What follows belongs to an exercise in optimizing a design on an open flow for small area; a production flow would make more cautious choices. Function was checked by simulation only, so behaviour that the tests miss may differ from the original. No driver is modelled on the clock port, so clocking that relies on it looks cheaper here than on a real chip. Power figures rest on the tool's default switching activity, not on a simulated workload.

main:
## epdl_core
module epdl_core (
    input  wire        clk,
    input  wire        rst_n,
    input  wire        op_valid,
    output wire        op_ready,
    input  wire [63:0] op_word,
    output reg         rsp_valid,
    output reg  [31:0] rsp_word,
    output reg         rsp_refused,
    output wire        cs_n,
    output wire        dc,
    output reg         epd_rst_n,
    output wire        sck,
    output wire        mosi,
    input  wire        busy
);
Size in the first run: roughly 2400 cells after synthesis, about 630 flip-flops, ~110 I/O pins.
export LEC_CHECK = 0
export CAP_MARGIN = 20
export CORE_MARGIN = 2
export CORE_UTILIZATION = 65
export CTS_BUF_LIST = sky130_fd_sc_hd__clkbuf_8
export CTS_CLUSTER_DIAMETER = 60
export CTS_CLUSTER_SIZE = 16
export SLEW_MARGIN = 20
export SYNTH_HIERARCHICAL = 1
create_clock -name core_clock -period 10.0 [get_ports {clk}]
standard.sh (not shown) runs the stock make flow with config.mk's settings and CLKGATE_MAP_FILE= SYNTH_SCRIPT=/design/flow/synth_recipe.tcl, a recipe that flattens the netlist after the stock synthesis.
==> flow/flow/run.sh <==
#!/bin/bash
# The standard layout (the standard.sh: standard synthesis unchanged,
# then ORFS floorplan .. finish), with three changes to how the layout is
# built:
#  - after the floorplan, every logic gate is replaced by the smallest cell
#    of the same function (flow/downsize.tcl); the later repair steps size
#    cells up again where slew, capacitance or timing need it;
#  - the port buffers are the smallest buffer cell;
#  - clock tree synthesis uses the clustering of config.mk and adds no
#    dummy loads.
# The standard flow's whole output is in standard.log here; ORFS's own
# per-step logs are under orfs/logs/.
set -euo pipefail
here=$(pwd)
export POST_FLOORPLAN_TCL="$here/flow/downsize.tcl"
export BUFFER_PORTS_ARGS="-buffer_cell sky130_fd_sc_hd__buf_1"
export CTS_ARGS="-sink_clustering_enable -repair_clock_nets -sink_clustering_size 16 -sink_clustering_max_diameter 60 -buf_list sky130_fd_sc_hd__clkbuf_8 -dont_use_dummy_load"
bash standard.sh > standard.log 2>&1
Other scripts of this flow, unchanged in this note and not shown: flow/flow/downsize.tcl
## Diff of input files: the feature branch against main
diff --git a/flow/flow/run.sh b/flow/flow/run.sh
--- a/flow/flow/run.sh
+++ b/flow/flow/run.sh
@@ -8,5 +8,7 @@
 #  - the port buffers are the smallest buffer cell;
 #  - clock tree synthesis uses the clustering of config.mk and adds no
-#    dummy loads.
+#    dummy loads;
+#  - after clock tree synthesis, cells that no path needs at their size
+#    are sized down again (flow/recover.tcl).
 # The standard flow's whole output is in standard.log here; ORFS's own
 # per-step logs are under orfs/logs/.
@@ -14,4 +16,5 @@
 here=$(pwd)
 export POST_FLOORPLAN_TCL="$here/flow/downsize.tcl"
+export POST_CTS_TCL="$here/flow/recover.tcl"
 export BUFFER_PORTS_ARGS="-buffer_cell sky130_fd_sc_hd__buf_1"
 export CTS_ARGS="-sink_clustering_enable -repair_clock_nets -sink_clustering_size 16 -sink_clustering_max_diameter 60 -buf_list sky130_fd_sc_hd__clkbuf_8 -dont_use_dummy_load"
==> flow/flow/recover.tcl (new file) <==
# After clock tree synthesis: give back drive strength that no path needs,
# then legalize the placement again.
repair_timing -recover_power 100 -setup_margin 0.2
detailed_placement
diff --git a/flow/config.mk b/flow/config.mk
--- a/flow/config.mk
+++ b/flow/config.mk
@@ -6,10 +6,10 @@
 export NUM_CORES = 4
 export LEC_CHECK = 0
-export CAP_MARGIN = 20
+export CAP_MARGIN = 0
 export CORE_MARGIN = 2
-export CORE_UTILIZATION = 65
+export CORE_UTILIZATION = 50
 export CTS_BUF_LIST = sky130_fd_sc_hd__clkbuf_8
 export CTS_CLUSTER_DIAMETER = 60
 export CTS_CLUSTER_SIZE = 16
-export SLEW_MARGIN = 20
+export SLEW_MARGIN = 0
 export SYNTH_HIERARCHICAL = 1
[summary]
The feature branch completed end to end; final checks failed (capacitance limit, slew limit). In the tables for main and the feature branch, portion of the clock cycle consumed by the worst path in the final layout reads higher with main. Diff main -> the feature branch: clock share of power increased 0.8 points, combinational group share of total power went down by 1.3 points, number of clock buffer instances in the layout grew by 3, cell internal power dissipation went down about 0.8%, wire length of the first global-routing pass rose by 4.5%. Going from main to the feature branch, power attributed to the clock group increased by about 6% relative to the old numbers, post-route core utilization decreased 15 points.

[what the ideal ports hide]
The results above use ideal ports. As a check the final layouts listed here were re-extracted and re-timed, cells and wires unchanged.
Step 1: set_driving_cell puts a clkbuf_16 on clk and a buf_2 on each other input, an assumption about the parent block.
Step 2 moves the port delays by t, midway between the first and last clock arrival at a register: inputs arrive t later, outputs are due t later. That takes back most of the time a late clock gives input paths.
a / b / c = no drivers / after step 1 / after step 2; a / b = the first two.
run	shift t [ns]	setup WS [ns]	hold WS [ns]
main	0.687	1.201 / 1.175 / 1.175	0.359 / 0.359 / 0.359
the feature branch	0.715	1.501 / 1.470 / 1.470	0.357 / 0.357 / 0.357
For the feature branch, which loses most, drivers alone change the setup slack by -0.031 ns; drivers and shift together by -0.031 ns.
